Background: an optimization exercise with open tools, aiming at small area, a short achievable clock period and few clock cycles. Do not read the settings as production practice.
Only simulation tests tie the RTL to the original design; equivalence was not proved.
Power figures rest on the tool's default switching activity, not on a simulated workload.

===== flow/design.v =====
module pvp_codec (
    input  wire        clk,
    input  wire        rst,
    input  wire        cmd_valid,
    input  wire [7:0]  cmd_data,
    input  wire        cmd_last,
    output wire        cmd_ready,
    output reg         done,
    output wire        rx_ready,
    input  wire        rx_valid,
    input  wire        rx_empty,
    input  wire [7:0]  rx_data,
    output wire        tx_valid,
    output wire [7:0]  tx_data,
    input  wire        tx_ready,
    output wire        tx_end,
    input  wire        tx_ack,
    input  wire [7:0]  tx_count,
    output reg  [7:0]  acc,
    output reg  [19:0] val,
    output reg  [9:0]  r_addr,
    output reg  [3:0]  r_dir,
    output reg  [9:0]  r_param,
    output reg  [6:0]  r_dlen,
    output reg         valid,
    output reg  [7:0]  wcnt,
    output reg         filt,
    output reg  [7:0]  status,
    output reg  [7:0]  info,
    output reg         phase,
    output reg         efilt,
    output reg  [6:0]  rcnt,
    output reg  [6:0]  flen
);
    localparam [7:0] OP_CSCLR   = 8'h10, OP_CSADD = 8'h11, OP_CSRNG = 8'h12,
                     OP_CSRD    = 8'h13, OP_CSPUT = 8'h14,
                     OP_DENC    = 8'h20, OP_DDEC  = 8'h21,
                     OP_FBCLR   = 8'h30, OP_FBPUT = 8'h31, OP_FBRD  = 8'h32,
                     OP_ENCREQ  = 8'h40, OP_ENCCMD = 8'h41, OP_SEND = 8'h42,
                     OP_RDFRAME = 8'h50, OP_FILTEN = 8'h51, OP_FILTDIS = 8'h52,
                     OP_DECODE  = 8'h60;
    localparam [7:0] ST_OK = 8'h00, ST_TOOSHORT = 8'h01, ST_BADTERM = 8'h02,
                     ST_BADCSUM = 8'h03, ST_PARSE = 8'h04, ST_UNDEF = 8'h05,
                     ST_RANGE = 8'h06, ST_LOGIC = 8'h07, ST_INVCHAR = 8'h08,
                     ST_ILLCMD = 8'h20, ST_ILLOPND = 8'h21, ST_FIELDOVF = 8'h22,
                     ST_BUFOVF = 8'h23;
    localparam [6:0] CR = 7'h0D;
    localparam [6:0] BUFCAP = 7'd113;
    localparam RECV = 0, EXEC = 1, DDEC = 2, CSRNG = 3, WDIG = 4, TX = 5,
               TXEND = 6, RX = 7, REST = 8;
    reg [8:0] st;
    reg [6:0] tx_data_r;
    assign cmd_ready = st[RECV];
    assign rx_ready  = st[RX];
    assign tx_valid  = st[TX];
    assign tx_end    = st[TXEND];
    assign tx_data   = {1'b0, tx_data_r};
    function is_dig(input [6:0] c);
        is_dig = (c[6:4] == 3'b011) && (c[3:0] <= 4'd9);
    endfunction
    function [6:0] mux4(input [6:0] a, input [6:0] b, input [6:0] c, input [6:0] d,
                        input [1:0] s);
        case (s)
            2'd0: mux4 = a;
            2'd1: mux4 = b;
            2'd2: mux4 = c;
            default: mux4 = d;
        endcase
    endfunction
    reg       fb_we, fb_app, bk_sh;
    reg [6:0] fb_wa, fb_wd;
    reg [6:0] rd_idx;
    wire [895:0] fbv;
    genvar gi;
    generate
        for (gi = 0; gi < 113; gi = gi + 1) begin : g_fb
            reg [6:0] c;
            always @(posedge clk)
                if (fb_we && fb_wa == gi) c <= fb_wd;
            assign fbv[7*gi +: 7] = c;
        end
        for (gi = 113; gi < 128; gi = gi + 1) begin : g_fbz
            assign fbv[7*gi +: 7] = 7'd0;
        end
    endgenerate
    wire [223:0] rm1;
    wire [55:0]  rm2;
    wire [13:0]  rm3;
    generate
        for (gi = 0; gi < 32; gi = gi + 1) begin : g_rm1
            assign rm1[7*gi +: 7] = mux4(fbv[28*gi +: 7], fbv[28*gi+7 +: 7],
                                         fbv[28*gi+14 +: 7], fbv[28*gi+21 +: 7], rd_idx[1:0]);
        end
        for (gi = 0; gi < 8; gi = gi + 1) begin : g_rm2
            assign rm2[7*gi +: 7] = mux4(rm1[28*gi +: 7], rm1[28*gi+7 +: 7],
                                         rm1[28*gi+14 +: 7], rm1[28*gi+21 +: 7], rd_idx[3:2]);
        end
        for (gi = 0; gi < 2; gi = gi + 1) begin : g_rm3
            assign rm3[7*gi +: 7] = mux4(rm2[28*gi +: 7], rm2[28*gi+7 +: 7],
                                         rm2[28*gi+14 +: 7], rm2[28*gi+21 +: 7], rd_idx[5:4]);
        end
    endgenerate
    wire [6:0] fbr = rd_idx[6] ? rm3[13:7] : rm3[6:0];
    reg [6:0] w0, w1, w2, w3;
    reg [2:0] wfill;
    reg [7:0] s4;
    reg       csum_ok;
    wire [9:0] wval = {6'd0, w3[3:0]} * 10'd100 + {6'd0, w2[3:0]} * 10'd10 + {6'd0, w1[3:0]};
    reg [692:0] bk;
    wire [6:0]  bk_top = bk[692:686];
    wire [6:0] fb0 = fbv[0 +: 7],  fb1 = fbv[7 +: 7],  fb2 = fbv[14 +: 7], fb3 = fbv[21 +: 7];
    wire [6:0] fb5 = fbv[35 +: 7], fb6 = fbv[42 +: 7], fb7 = fbv[49 +: 7];
    wire [41:0] fsent = fbv[70 +: 42];     
    wire [9:0] fa_v = {6'd0, fb0[3:0]} * 10'd100 + {6'd0, fb1[3:0]} * 10'd10 + {6'd0, fb2[3:0]};
    wire [9:0] fp_v = {6'd0, fb5[3:0]} * 10'd100 + {6'd0, fb6[3:0]} * 10'd10 + {6'd0, fb7[3:0]};
    reg [3:0] dq_st;       
    reg [1:0] dq_inf;
    reg       dq_acc;      
    always @(posedge clk) begin
        csum_ok <= is_dig(w3) && is_dig(w2) && is_dig(w1) && (wval == {2'd0, s4});
        dq_acc  <= (flen >= 7'd14) && (w0 == CR);
        dq_inf  <= 2'd0;
        if (flen < 7'd14)                                      dq_st <= ST_TOOSHORT[3:0];
        else if (w0 != CR)                                     dq_st <= ST_BADTERM[3:0];
        else if (!csum_ok)                                     dq_st <= ST_BADCSUM[3:0];
        else if (!(is_dig(fb0) && is_dig(fb1) && is_dig(fb2))) dq_st <= ST_PARSE[3:0];
        else if (!is_dig(fb3)) begin                           dq_st <= ST_PARSE[3:0]; dq_inf <= 2'd1; end
        else if (!(is_dig(fb5) && is_dig(fb6) && is_dig(fb7))) begin
                                                               dq_st <= ST_PARSE[3:0]; dq_inf <= 2'd2; end
        else if (flen == 7'd20 && fsent == {7'h46, 7'h45, 7'h44, 7'h5F, 7'h4F, 7'h4E}) dq_st <= ST_UNDEF[3:0];
        else if (flen == 7'd20 && fsent == {7'h45, 7'h47, 7'h4E, 7'h41, 7'h52, 7'h5F}) dq_st <= ST_RANGE[3:0];
        else if (flen == 7'd20 && fsent == {7'h43, 7'h49, 7'h47, 7'h4F, 7'h4C, 7'h5F}) dq_st <= ST_LOGIC[3:0];
        else                                                   dq_st <= ST_OK[3:0];
    end
    reg [23:0] bcd;
    reg [19:0] bin;
    reg [2:0]  ccnt;          
    reg [1:0]  cdst;          
    reg [11:0] d_a, d_p;
    reg [7:0]  d_l;
    function [3:0] add3(input [3:0] x);
        add3 = (x >= 4'd5) ? x + 4'd3 : x;
    endfunction
    reg [23:0] sb;
    reg [19:0] sn;
    integer s, d;
    always @(*) begin
        sb = bcd;
        sn = bin;
        for (s = 0; s < 3; s = s + 1) begin
            for (d = 0; d < 6; d = d + 1)
                sb[4*d +: 4] = add3(sb[4*d +: 4]);
            {sb, sn} = {sb[22:0], sn, 1'b0};
        end
    end
    reg [8:0] pcnt;
    reg [7:0] op, b1, b2, b3, b4, b5;
    reg       pay_bad;
    reg       par_pend, len_pend;
    reg [1:0] dadd;            
    reg       cs_go;           
    reg [3:0] h_a;             
    reg [6:0] nspec;           
    reg       vd_ok;           
    reg       vd_ill, vd_opnd, vd_fovf;
    reg       spec_ok;         
    wire take = cmd_valid && st[RECV];
    wire [6:0] nspec_f = nspec + {6'd0, bk_sh};
    wire op_enc = (op == OP_ENCREQ) || (op == OP_ENCCMD);
    reg [6:0]  rdch;           
    reg [6:0]  cnt;
    reg [6:0]  tl;             
    reg        encmd, tx_last;
    reg [7:0]  rs_pos;         
    wire [7:0] c = cmd_data;
    reg  [8:0] lastidx;        
    reg        o_csadd, o_csrng, o_ddec, o_denc, o_fbput, o_fbrd, o_encreq,
               o_enccmd, o_rdframe;
    reg        lim_neg;        
    reg  [7:0] lim;            
    reg        w_bad, b_ovf;   
    reg        v_gt, v_eq;     
    reg        a_ovf, p_ovf;   
    reg        e_fovf;         
    reg        b3_gt3, b3_eq3;
    reg  [7:0] p10_lo_r;
    reg [7:0]  p10_lo;
    reg [15:0] p10_hi;
    always @(*) begin
        case (b1)
            8'd1: begin p10_hi = 16'h0000; p10_lo = 8'h0A; end
            8'd2: begin p10_hi = 16'h0000; p10_lo = 8'h64; end
            8'd3: begin p10_hi = 16'h0003; p10_lo = 8'hE8; end
            8'd4: begin p10_hi = 16'h0027; p10_lo = 8'h10; end
            8'd5: begin p10_hi = 16'h0186; p10_lo = 8'hA0; end
            default: begin p10_hi = 16'h0F42; p10_lo = 8'h40; end
        endcase
    end
    reg k1;                    
    always @(*) begin
        case (c)
            OP_CSCLR, OP_CSRD, OP_CSPUT, OP_FBCLR, OP_SEND, OP_FILTEN, OP_FILTDIS,
            OP_DECODE: k1 = 1'b1;
            default:   k1 = 1'b0;
        endcase
    end
    wire l0   = (pcnt == 9'd0);
    wire p5   = (pcnt == 9'd5);
    wire lk   = (pcnt == lastidx);
    wire f_ill  = l0 ? !k1 : !(lk || (o_enccmd && p5 && c == 8'd0));
    wire f_opnd = !l0 && (((o_csadd || o_fbput) && c[7]) ||
                          ((o_csrng || o_ddec) && (lim_neg || c > lim)) ||
                          (o_ddec && (c == 8'd0 || c > 8'd6)) ||
                          (o_denc && w_bad) ||
                          (o_fbrd && c >= {1'b0, flen}) ||
                          (o_enccmd && (pay_bad || (!p5 && c[7]))) ||
                          (o_rdframe && c != 8'h00 && c != 8'h02 && c != 8'h03));
    wire f_fovf = !l0 && ((o_denc && (v_gt || (v_eq && c >= p10_lo_r))) ||
                          (o_encreq && (a_ovf || b3_gt3 || (b3_eq3 && c > 8'd231))) ||
                          (o_enccmd && (p5 ? (a_ovf || p_ovf) : e_fovf)));
    wire f_bovf = l0 ? (c == OP_CSPUT && flen > BUFCAP - 7'd3)
                     : ((o_denc && b_ovf) || (o_fbput && flen == BUFCAP));
    reg [8:0] x_last;          
    always @(*) begin
        case (c)
            OP_CSADD, OP_FBPUT, OP_FBRD, OP_RDFRAME: x_last = 9'd1;
            OP_CSRNG, OP_DDEC:                       x_last = 9'd2;
            OP_DENC, OP_ENCREQ:                      x_last = 9'd4;
            default:                                 x_last = 9'd0;
        endcase
    end
    wire [7:0] dsum_a = {4'd0, d_a[11:8]} + {4'd0, d_a[7:4]} + {4'd0, d_a[3:0]};
    wire [7:0] dsum_p = {4'd0, d_p[11:8]} + {4'd0, d_p[7:4]} + {4'd0, d_p[3:0]};
    wire [7:0] dsum_l = {4'd0, d_l[7:4]} + {4'd0, d_l[3:0]};
    reg  [7:0] cs_r;           
    wire [7:0] cs_dig = (dadd == 2'd1) ? dsum_a :
                        (dadd == 2'd2) ? dsum_p :
                        (dadd == 2'd3) ? dsum_l : 8'd0;
    wire [7:0] cs_pay = bk_sh ? {1'b0, fb_wd} : 8'd0;
    reg  [7:0] ds_r;           
    reg        dadd2;
    wire [9:0] av = {b1[1:0], b2};
    wire [3:0] hund = (av >= 10'd900) ? 4'd9 : (av >= 10'd800) ? 4'd8 :
                      (av >= 10'd700) ? 4'd7 : (av >= 10'd600) ? 4'd6 :
                      (av >= 10'd500) ? 4'd5 : (av >= 10'd400) ? 4'd4 :
                      (av >= 10'd300) ? 4'd3 : (av >= 10'd200) ? 4'd2 :
                      (av >= 10'd100) ? 4'd1 : 4'd0;
    reg [3:0] hx;
    reg [6:0] ench;
    always @(*) begin
        if (tl == 7'd0)      ench = CR;
        else if (tl == 7'd1) ench = {3'b011, bcd[3:0]};
        else if (tl == 7'd2) ench = {3'b011, bcd[7:4]};
        else if (tl == 7'd3) ench = {3'b011, bcd[11:8]};
        else if (hx < 4'd10 || (!encmd && hx < 4'd12)) begin
            case (hx)
                4'd0: ench = {3'b011, d_a[11:8]};
                4'd1: ench = {3'b011, d_a[7:4]};
                4'd2: ench = {3'b011, d_a[3:0]};
                4'd3: ench = encmd ? 7'h31 : 7'h30;
                4'd4: ench = 7'h30;
                4'd5: ench = {3'b011, d_p[11:8]};
                4'd6: ench = {3'b011, d_p[7:4]};
                4'd7: ench = {3'b011, d_p[3:0]};
                4'd8: ench = encmd ? {3'b011, d_l[7:4]} : 7'h30;
                4'd9: ench = encmd ? {3'b011, d_l[3:0]} : 7'h32;
                4'd10: ench = 7'h3D;
                default: ench = 7'h3F;
            endcase
        end else
            ench = rdch;
    end
    reg enc;
    wire [6:0] txch = enc ? ench : rdch;
    wire [19:0] val10 = {val[16:0], 3'b000} + {val[18:0], 1'b0} + {16'd0, rdch[3:0]};
    task go(input integer s_next);
        st <= 9'd1 << s_next;
    endtask
    task finish(input [7:0] stv, input [7:0] inf);
        begin
            status <= stv;
            info   <= inf;
            done   <= 1'b1;
            st     <= 9'd1;
            rd_idx <= 7'd0;
        end
    endtask
    task preload3(input [11:0] v, input [1:0] dst);
        begin
            bcd  <= {21'd0, v[11:9]};
            bin  <= {v[8:0], 11'd0};
            ccnt <= 3'd3;
            cdst <= dst;
        end
    endtask
    task preload2(input [8:0] v, input [1:0] dst);
        begin
            bcd  <= {21'd0, v[8:6]};
            bin  <= {v[5:0], 14'd0};
            ccnt <= 3'd2;
            cdst <= dst;
        end
    endtask
    task wclear;
        begin
            wfill <= 3'd0;
            s4    <= 8'd0;
        end
    endtask
    always @(posedge clk) begin
        if (bk_sh)
            bk <= {bk[685:0], fbr};
    end
    always @(posedge clk) begin
        if (rst) begin
            st      <= 9'd1;
            done    <= 1'b0;
            acc     <= 8'd0;
            val     <= 20'd0;
            r_addr  <= 10'd0;
            r_dir   <= 4'd0;
            r_param <= 10'd0;
            r_dlen  <= 7'd0;
            valid   <= 1'b0;
            wcnt    <= 8'd0;
            filt    <= 1'b0;
            status  <= ST_OK;
            info    <= 8'd0;
            phase   <= 1'b0;
            efilt   <= 1'b0;
            rcnt    <= 7'd0;
            flen    <= 7'd0;
            pcnt    <= 9'd0;
            fb_we   <= 1'b0;
            bk_sh   <= 1'b0;
            wfill   <= 3'd0;
            s4      <= 8'd0;
            ccnt    <= 3'd0;
            par_pend <= 1'b0;
            len_pend <= 1'b0;
            cs_go   <= 1'b0;
            dadd    <= 2'd0;
            dadd2   <= 1'b0;
            rd_idx  <= 7'd0;
        end else begin
            done  <= 1'b0;
            fb_we <= 1'b0;
            bk_sh <= 1'b0;
            if (fb_we && fb_app) begin
                w0 <= fb_wd;
                w1 <= w0;
                w2 <= w1;
                w3 <= w2;
                if (wfill == 3'd4) s4 <= s4 + {1'b0, w3};
                else               wfill <= wfill + 3'd1;
            end
            if (bk_sh && !st[REST])
                nspec <= nspec + 7'd1;
            cs_r  <= cs_r + (dadd2 ? ds_r : 8'd0) + cs_pay;
            ds_r  <= cs_dig;
            dadd2 <= (dadd != 2'd0);
            dadd  <= 2'd0;
            if (ccnt != 3'd0) begin
                bcd  <= sb;
                bin  <= sn;
                ccnt <= ccnt - 3'd1;
                if (ccnt == 3'd1) begin
                    dadd <= cdst;
                    case (cdst)
                        2'd1: d_a <= sb[11:0];
                        2'd2: d_p <= sb[11:0];
                        2'd3: d_l <= sb[7:0];
                        default: ;
                    endcase
                end
            end
            if (par_pend && ccnt <= 3'd1) begin
                preload3({2'd0, b3[1:0], b4}, 2'd2);
                par_pend <= 1'b0;
            end else if (len_pend && ccnt <= 3'd1) begin
                preload2({2'd0, b5[6:0]}, 2'd3);
                len_pend <= 1'b0;
            end else if (cs_go && ccnt == 3'd0 && !par_pend && !len_pend &&
                         dadd == 2'd0 && !dadd2 && !bk_sh) begin
                preload2({1'd0, cs_r}, 2'd0);
                acc   <= cs_r;
                cs_go <= 1'b0;
            end
            if (st[RECV]) begin
                rdch <= fbr;
                if (take) begin
                    vd_ok   <= !(f_ill || f_opnd || f_fovf || f_bovf);
                    vd_ill  <= f_ill;
                    vd_opnd <= f_opnd;
                    vd_fovf <= f_fovf;
                    case (pcnt)
                        9'd0: begin
                            op        <= c;
                            rd_idx    <= 7'd1;
                            pay_bad   <= 1'b0;
                            nspec     <= 7'd0;
                            lastidx   <= x_last;
                            o_csadd   <= (c == OP_CSADD);
                            o_csrng   <= (c == OP_CSRNG);
                            o_ddec    <= (c == OP_DDEC);
                            o_denc    <= (c == OP_DENC);
                            o_fbput   <= (c == OP_FBPUT);
                            o_fbrd    <= (c == OP_FBRD);
                            o_encreq  <= (c == OP_ENCREQ);
                            o_enccmd  <= (c == OP_ENCCMD);
                            o_rdframe <= (c == OP_RDFRAME);
                        end
                        9'd1: begin
                            b1      <= c;
                            rd_idx  <= c[6:0];
                            lim_neg <= (c > {1'b0, flen});
                            lim     <= {1'b0, flen} - c;
                            w_bad   <= (c == 8'd0 || c > 8'd6);
                            b_ovf   <= (c > {1'b0, BUFCAP - flen});
                            cs_r    <= o_enccmd ? 8'd225 : 8'd94;
                        end
                        9'd2: begin
                            b2    <= c;
                            a_ovf <= (b1 > 8'd3 || (b1 == 8'd3 && c > 8'd231));
                            if (op_enc) preload3({2'd0, b1[1:0], c}, 2'd1);
                        end
                        9'd3: begin
                            b3   <= c;
                            h_a  <= hund;
                            v_gt <= ({b2, c} > p10_hi);
                            v_eq <= ({b2, c} == p10_hi);
                            p10_lo_r <= p10_lo;
                            b3_gt3 <= (c > 8'd3);
                            b3_eq3 <= (c == 8'd3);
                        end
                        9'd4: begin
                            b4 <= c;
                            if (op_enc)
                                par_pend <= 1'b1;
                            else if (b2 == 8'd0 && b3[7:4] == 4'd0)
                                preload3({b3[3:0], c}, 2'd0);
                            else begin
                                bcd  <= {22'd0, b2[3:2]};
                                bin  <= {b2[1:0], b3, c, 2'd0};
                                ccnt <= 3'd6;
                                cdst <= 2'd0;
                            end
                            p_ovf   <= (b3 > 8'd3 || (b3 == 8'd3 && c > 8'd231));
                            spec_ok <= o_enccmd && !a_ovf && !(b3 > 8'd3 || (b3 == 8'd3 && c > 8'd231));
                        end
                        9'd5: begin
                            b5 <= c;
                            if (o_enccmd) lastidx <= 9'd5 + {1'b0, c};
                            e_fovf <= a_ovf || p_ovf || (c > 8'd99);
                            if (op == OP_ENCCMD) len_pend <= 1'b1;
                            if (c > 8'd99) spec_ok <= 1'b0;
                        end
                        default: begin
                            if (c[7]) pay_bad <= 1'b1;
                            if (spec_ok && (pcnt - 9'd6) < {1'b0, b5}) begin
                                fb_we  <= 1'b1;
                                fb_app <= 1'b0;
                                bk_sh  <= 1'b1;
                                fb_wa  <= pcnt[6:0] + 7'd4;
                                fb_wd  <= c[6:0];
                                rd_idx <= pcnt[6:0] + 7'd4;
                            end
                        end
                    endcase
                    if (pcnt != 9'h1FF) pcnt <= pcnt + 9'd1;
                    if (cmd_last) begin
                        go(EXEC);
                        if (pcnt == 9'd2)
                            rd_idx <= rd_idx + 7'd1;
                    end
                end
            end
            if (st[EXEC]) begin
                pcnt     <= 9'd0;
                rdch   <= fbr;
                rd_idx <= rd_idx + 7'd1;
                cnt    <= b2[6:0] - 7'd1;
                if (!vd_ok) begin
                    status <= vd_ill ? ST_ILLCMD : vd_opnd ? ST_ILLOPND :
                              vd_fovf ? ST_FIELDOVF : ST_BUFOVF;
                    info   <= vd_ill ? op : 8'd0;
                    if (op == OP_ENCCMD && nspec_f != 7'd0) begin
                        rs_pos <= {1'b0, nspec_f} - 8'd99;
                        bk_sh  <= 1'b1;
                        go(REST);
                    end else begin
                        done   <= 1'b1;
                        rd_idx <= 7'd0;
                        go(RECV);
                    end
                end else begin
                    case (op)
                    OP_CSCLR: begin
                        acc <= 8'd0;
                        finish(ST_OK, 8'd0);
                    end
                    OP_CSADD: begin
                        acc <= acc + {1'b0, b1[6:0]};
                        finish(ST_OK, 8'd0);
                    end
                    OP_CSRNG: begin
                        if (b2 != 8'd0) acc <= acc + {1'b0, rdch};
                        if (b2 == 8'd0 || b2 == 8'd1) finish(ST_OK, 8'd0);
                        else go(CSRNG);
                    end
                    OP_CSRD: begin
                        val <= {12'd0, acc};
                        finish(ST_OK, 8'd0);
                    end
                    OP_CSPUT: begin
                        preload2({1'd0, acc}, 2'd0);
                        cnt <= 7'd3;
                        go(WDIG);
                    end
                    OP_DENC: begin
                        cnt <= b1[6:0];
                        go(WDIG);
                    end
                    OP_DDEC: begin
                        val <= is_dig(rdch) ? {16'd0, rdch[3:0]} : 20'd0;
                        if (!is_dig(rdch))   finish(ST_PARSE, {1'b0, b1[6:0]});
                        else if (b2 == 8'd1) finish(ST_OK, 8'd0);
                        else                 go(DDEC);
                    end
                    OP_FBCLR: begin
                        flen  <= 7'd0;
                        valid <= 1'b0;
                        wclear;
                        finish(ST_OK, 8'd0);
                    end
                    OP_FBPUT: begin
                        fb_we  <= 1'b1;
                        fb_app <= 1'b1;
                        fb_wa  <= flen;
                        fb_wd  <= b1[6:0];
                        flen   <= flen + 7'd1;
                        valid  <= 1'b0;
                        finish(ST_OK, 8'd0);
                    end
                    OP_FBRD: begin
                        val <= {13'd0, fbr};
                        finish(ST_OK, 8'd0);
                    end
                    OP_ENCREQ, OP_ENCCMD: begin
                        enc     <= 1'b1;
                        encmd   <= (op == OP_ENCCMD);
                        flen    <= (op == OP_ENCCMD) ? 7'd14 + b5[6:0] : 7'd16;
                        tl      <= (op == OP_ENCCMD) ? 7'd12 + b5[6:0] : 7'd14;
                        valid   <= 1'b0;
                        cs_go   <= 1'b1;
                        hx      <= 4'd1;
                        wclear;
                        tx_data_r <= {3'b011, h_a};
                        tx_last   <= 1'b0;
                        rd_idx    <= 7'd2;
                        fb_we     <= 1'b1;
                        fb_app    <= 1'b1;
                        fb_wa     <= 7'd0;
                        fb_wd     <= {3'b011, h_a};
                        go(TX);
                    end
                    OP_SEND: begin
                        enc       <= 1'b0;
                        tx_data_r <= rdch;
                        tx_last   <= (flen == 7'd1);
                        tl        <= flen - 7'd2;
                        rd_idx    <= 7'd2;
                        if (flen == 7'd0) go(TXEND);
                        else              go(TX);
                    end
                    OP_RDFRAME: begin
                        efilt  <= (b1 == 8'h00) ? filt : b1[0];
                        flen   <= 7'd0;
                        rcnt   <= 7'd0;
                        valid  <= 1'b0;
                        status <= ST_OK;
                        info   <= 8'd0;
                        phase  <= 1'b1;
                        wclear;
                        go(RX);
                    end
                    OP_FILTEN: begin
                        filt <= 1'b1;
                        finish(ST_OK, 8'd0);
                    end
                    OP_FILTDIS: begin
                        filt <= 1'b0;
                        finish(ST_OK, 8'd0);
                    end
                    default: begin  
                        if (dq_acc) acc <= s4;
                        if (dq_st == ST_OK[3:0]) begin
                            r_addr  <= fa_v;
                            r_dir   <= fb3[3:0];
                            r_param <= fp_v;
                            r_dlen  <= flen - 7'd14;
                            valid   <= 1'b1;
                        end else begin
                            r_addr  <= 10'd0;
                            r_dir   <= 4'd0;
                            r_param <= 10'd0;
                            r_dlen  <= 7'd0;
                            valid   <= 1'b0;
                        end
                        finish({4'd0, dq_st}, {6'd0, dq_inf});
                    end
                    endcase
                end
            end
            if (st[CSRNG]) begin
                acc    <= acc + {1'b0, rdch};
                rdch   <= fbr;
                rd_idx <= rd_idx + 7'd1;
                cnt    <= cnt - 7'd1;
                if (cnt == 7'd1) finish(ST_OK, 8'd0);
            end
            if (st[DDEC]) begin
                rdch   <= fbr;
                rd_idx <= rd_idx + 7'd1;
                cnt    <= cnt - 7'd1;
                val    <= is_dig(rdch) ? val10 : 20'd0;
                if (!is_dig(rdch))    finish(ST_PARSE, {1'b0, rd_idx - 7'd1});
                else if (cnt == 7'd1) finish(ST_OK, 8'd0);
            end
            if (st[WDIG]) begin
                if (ccnt == 3'd0) begin
                    fb_we  <= 1'b1;
                    fb_app <= 1'b1;
                    fb_wa  <= flen;
                    fb_wd  <= {3'b011, bcd[{cnt[2:0] - 3'd1, 2'b00} +: 4]};
                    flen   <= flen + 7'd1;
                    cnt    <= cnt - 7'd1;
                    if (cnt == 7'd1) begin
                        valid <= 1'b0;
                        finish(ST_OK, 8'd0);
                    end
                end
            end
            if (st[TX]) begin
                if (tx_ready) begin
                    tx_data_r <= txch;
                    tx_last   <= (tl == 7'd0);
                    tl        <= tl - 7'd1;
                    rd_idx    <= rd_idx + 7'd1;
                    rdch      <= fbr;
                    if (hx != 4'd15) hx <= hx + 4'd1;
                    fb_app    <= 1'b1;
                    fb_wa     <= fb_wa + 7'd1;
                    fb_wd     <= ench;
                    if (enc && !tx_last) fb_we <= 1'b1;
                    if (tx_last) go(TXEND);
                end
            end
            if (st[TXEND]) begin
                if (tx_ack) begin
                    wcnt <= tx_count;
                    finish(ST_OK, 8'd0);
                end
            end
            if (st[RX]) begin
                fb_app <= 1'b1;
                fb_wa  <= flen;
                fb_wd  <= rx_data[6:0];
                if (rx_valid) begin
                    rcnt <= rcnt + 7'd1;
                    if (rx_empty) begin
                        phase <= 1'b0;
                        finish(ST_OK, 8'd0);
                    end else if (rx_data[7]) begin
                        if (!efilt) begin
                            flen  <= 7'd0;
                            wclear;
                            phase <= 1'b0;
                            finish(ST_INVCHAR, rx_data);
                        end else if (rcnt == 7'd63) begin
                            phase <= 1'b0;
                            finish(ST_OK, 8'd0);
                        end
                    end else begin
                        fb_we <= 1'b1;
                        flen  <= flen + 7'd1;
                        if (rx_data[6:0] == CR || rcnt == 7'd63) begin
                            phase <= 1'b0;
                            finish(ST_OK, 8'd0);
                        end
                    end
                end
            end
            if (st[REST]) begin
                bk_sh  <= 1'b1;
                fb_app <= 1'b0;
                fb_wa  <= rs_pos[6:0] + 7'd10;
                fb_wd  <= bk_top;
                if (!rs_pos[7]) fb_we <= 1'b1;
                rs_pos <= rs_pos + 8'd1;
                if (rs_pos == {1'b0, nspec} - 8'd1) begin
                    done   <= 1'b1;
                    bk_sh  <= 1'b0;
                    rd_idx <= 7'd0;
                    go(RECV);
                end
            end
        end
    end
endmodule

===== flow/flow/run.sh =====
#!/bin/bash
# The standard layout (the standard.sh, synthesis unchanged), with ORFS's
# repair_timing steps (floorplan, CTS, global route) aiming for setup slack of
# 9 ns against the design's 12 ns clock instead of 0, so that the repairs
# shorten the critical paths. The make output goes to flow_standard.log; ORFS
# keeps each step's log under orfs/logs/.
set -uo pipefail
export SETUP_SLACK_MARGIN=9
bash standard.sh > flow_standard.log 2>&1

===== flow/standard.sh =====
#!/bin/bash
# synth_recipe.tcl (not shown) runs the flow's synth.tcl, then flattens the netlist and writes it again
# the make line also repeats each setting of config.mk as NAME=value (left out here)
make -C /OpenROAD-flow-scripts/flow DESIGN_CONFIG=/design/flow/config.mk WORK_HOME=/design/flow/orfs CLKGATE_MAP_FILE= SYNTH_SCRIPT=/design/flow/synth_recipe.tcl "${@:-finish}"

===== flow/config.mk =====
export PLATFORM = sky130hd
export DESIGN_NAME = pvp_codec
export DESIGN_NICKNAME = pvp_codec
export VERILOG_FILES = /design/flow/design.v
export SDC_FILE = /design/flow/constraint.sdc
export NUM_CORES = 4
export LEC_CHECK = 0
export CAP_MARGIN = 20
export CORE_MARGIN = 2
export CORE_UTILIZATION = 40
export SLEW_MARGIN = 20

===== flow/constraint.sdc =====
create_clock -name core_clock -period 12.0 [get_ports {clk}]
set_input_delay 2.4000 -clock core_clock [delete_from_list [all_inputs] [get_ports {clk}]]
set_output_delay 2.4000 -clock core_clock [all_outputs]
set_load 0.01 [all_outputs]

==> results.txt <==
==> repair_timing <==
| action | in CTS | in global routing |
|---|---|---|
| resized for setup | 1640 | 411 |
| gates cloned | 24 | 13 |
| pin swaps | 281 | 276 |
| endpoints found under the setup margin | 1198 | 878 |
| buffers inserted | 349 | 135 |
==> sequential cells by signal, summed over array words and instances, names as in the netlist, 9 cells and up <==
name,count
bcd,24
bin,20
bk,693
d_a,12
d_p,12
g_fb.c,791
lastidx,9
pcnt,9
r_addr,10
r_param,10
st,9
val,20
==> power by group through the flow <==
| stage | clock [mW] | sequential, mW | combinational, mW |
|---|---|---|---|
| floorplan | 0 | 7.85 | 2.26 |
| global placement | 0 | 7.93 | 3.04 |
| detailed placement | 0 | 7.93 | 3.13 |
| CTS | 6.51 | 7.76 | 4.77 |
| global route | 6.77 | 7.78 | 6.05 |
| finish | 6.41 | 7.78 | 5.74 |
==> layout make-up <==
class / instances / area (sq um) / area share [%]
inverters: 206 / 885 / 0.838
well taps: 2788 / 3490 / 3.30
repair inverters: 2 / 32.5 / 0.0308
flip-flops and latches: 1926 / 56600 / 53.6
diodes: 11 / 27.5 / 0.0261
repair buffers: 772 / 8110 / 7.68
clock buffers: 250 / 5300 / 5.02
clock inverters: 128 / 1550 / 1.47
multi-input cells: 3731 / 29600 / 28.0
==> cell families after synthesis <==
group	synth area share [%]
flip-flops	67.2
AND/OR/NAND/NOR	9.06
AO/OA/AOI/OAI	12.0
buffers and inverters	2.52
adder cells (fa/ha/maj)	5.28
XOR/XNOR	2.26
multiplexers	1.74
other	0.00448
==> per-stage QoR <==
stage | instance area [sq um] | instances | worst slack [ps]
floorplan | 84100 | 6180 | 4700
global placement | 88600 | 8903 | 6160
detailed placement | 88600 | 8904 | 6170
CTS | 103000 | 9655 | 8090
global route | 106000 | 9810 | 8110
finish | 106000 | 9814 | 8120
==> synthesized netlist by cell type (40+ instances only) <==
cell,number,area (sq um)
a21oi_1,357,1790
o211ai_1,44,330
and2_1,40,250
nor2b_1,55,344
clkbuf_1,199,747
a22oi_1,91,683
nand4_1,44,275
o21ai_0,279,1400
nand2_1,477,1790
inv_1,202,758
buf_2,62,310
edfxtp_1,1770,53200
dfxtp_1,156,3120
a222oi_1,161,1610
a221oi_1,42,368
xor2_1,75,657
buf_1,54,203
xnor2_1,141,1230
a211oi_1,40,300
nor2_1,515,1930
ha_1,291,3640
mux2i_1,102,1020
nand3_1,126,631
nand2b_1,42,263
a21o_1,57,428
nor3_1,110,551
==> final timing paths <==
path | start | endpoint | slack (ps) | cells after the start
hold reg to reg | bk[146]$_DFFE_PP_ | bk[153]$_DFFE_PP_ | 390 | 0
setup / recovery | tx_data_r[0]$_DFFE_PN_ | tx_data[0] | 8120 | 1
setup reg to reg | pcnt[2]$_SDFFE_PP0P_ | fb_wd[2]$_DFFE_PN_ | 8410 | 12
hold / removal | bk[146]$_DFFE_PP_ | bk[153]$_DFFE_PP_ | 390 | 0
==> layer usage <==
layer  up-vias  wire length [um]
met5         -               180
met4        12             16700
met3       717             26000
met2      3104            123000
met1     29100            106000
li1      25200                 -
==> impl_metrics.csv <==
group,metric,value,unit
layout,final_common_cell,"edfxtp_1",
synthesis,syn_inst,6180,
global_route,grt-busiest-layer,"met2",
clock_network,cts_made_buffers,200,
detailed_routing,drt_pre_antenna_iters,9,
pwr,finalPower,19.9,mW
layout,finish.utilization,50.8,%
run,maxCapViolCount,0,
setup_path,cp.required,9600,ps
synthesis,ys_seq_area_share,67.2,%
detailed_routing,avgRoutedWirePerCell,27.7,um
die,ios,146,
pwr,irDropWorstVdd,0.000349,V
setup_path,crit_slowest_cell,"edfxtp_1",
clock_network,cts_sinks,1926,
die,fp.dieW,462,um
die,die_area,213000,sq um
synthesis,syn_avg_cell_area,13.6,sq um
pwr,p_switching,5.85,mW
placed_design,portBuffers,144,
setup_path,max_stage_delay,450,ps
die,num_rows,167,
die,chipHeight,462,um
global_route,met3_usage,5.35,%
global_route,grt_max_degree,112,
setup_path,worst-path-buf-inv,1,
clock_network,cts.hold.buffers_added,0,
layout,areaGrowthSynthToFinish,26.0,%
global_route,first_global_vias,55100,
sta,clock-skew-final,60.9,ps
pwr,combPwrFrac,28.8,%
die,initial_core_util,40.3,%
synthesis,async_reset_ff_share,0,%
synthesis,ys_seq_elements,1926,
setup_path,crit_family,"flip-flops",
detailed_routing,drc,0,
layout,nFillCells,17400,
clock_network,cts_buffer_depth,3,
detailed_routing,vias,58100,
synthesis,synth_edf_count,1770,
synthesis,synth-main-ff-cell,"edfxtp_1",
detailed_routing,ant_nets,0,
layout,drive_gt1_share,27.6,%
global_route,met1_usage,32.1,%
sta,setup_violations,0,
sta,slew_viol_final,0,
detailed_routing,drt-total-wl,272000,um
global_route,grt_pass1_wl,382000,um
layout,final_cell_mix,"1,770 x edfxtp_1, 450 x nand2_1, 438 x buf_4, 416 x nor2_1, 292 x a21oi_1",
sta,relSlewSlack,15.6,%
sta,finalHoldViolCount,0,
clock_network,cts_tree,"built",
placed_design,gp_congestion,0.985,
clock_network,worstSkewPairLatency,880,ps
clock_network,clockRootBuffer,"clkbuf_16",
sta,fmax,258,MHz
sta,fin_crit_sh,32.3,%
global_route,grt_overflow,0,
sta,holdWs,393,ps
synthesis,syn_nets,6542,
pwr,clkPwrFrac,32.2,%
pwr,powerDensity,189,nW/um^2
placed_design,dp_hpwl,164000,um
clock_network,htree_levels,4,
synthesis,synth_area,83800,sq um
sta,fin_crit,3880,ps
detailed_routing,viasPerCell,5.92,
setup_path,path_cells,"buf_2",
setup_path,cp_max_fo,2,
layout,fin_nets,7201,
setup_path,cp-end-kind,"output pin",
setup_path,crit_type,"flop to output pin",
pwr,leakagePower,35.5,nW
global_route,antenna_found_initial,8,
sta,rsz0062_at_grt,"yes",
synthesis,synth_cell_types,106,
global_route,use_met2,37.9,%
hold_path,hold_path_class,"flop to flop",
pwr,swShare,29.4,%
setup_path,crit_arrival,1480,ps
clock_network,clk_pin_slew_worst_paths,60,ps
setup_path,start_kind,"flop",
outcome,status,"no timing/DRC/antenna violations",
sta,setup-tns-final,0,ps
sta,tightest_slew,1260,ps
die,core,208000,sq um
detailed_routing,drtIter0Drc,7682,
pwr,seqPwrFrac,39.0,%
global_route,grt_use_total,24.4,%
pwr,p_int,14.1,mW
synthesis,yosysWarnings,1,
Testbench counts, summed over its fixed seeds: cycles 49,415.

## afterwards: timing with drivers on the ports
No port has a modelled driver above. Below, the same layout with a new extraction and two added sets of constraints. Step 1 (the two cells are an assumption about what drives the block):
set clk [get_ports {clk}]
set_driving_cell -lib_cell sky130_fd_sc_hd__clkbuf_16 $clk
set_driving_cell -lib_cell sky130_fd_sc_hd__buf_2 [delete_from_list [all_inputs] $clk]
Step 2 adds t to the input delays and takes it off the output delays; t is the mean of the earliest and latest rising clock arrival at the registers after step 1. Input paths then give back, and output paths get back, about the clock's delay inside the block. a / b / c = no drivers / after step 1 / after step 2; a / b = the first two.
t, ns: 0.934
setup slack, ns: 8.123 / 8.041 / 7.351
hold slack, ns: 0.393 / 0.393 / 0.393
worst slew at a driven data input, ns: 0.22
pins driven straight from the clock port: 1
After both steps setup and hold are still met in this run. The setup slack of this run moves by -0.082 ns with the drivers and by -0.772 ns with both steps.
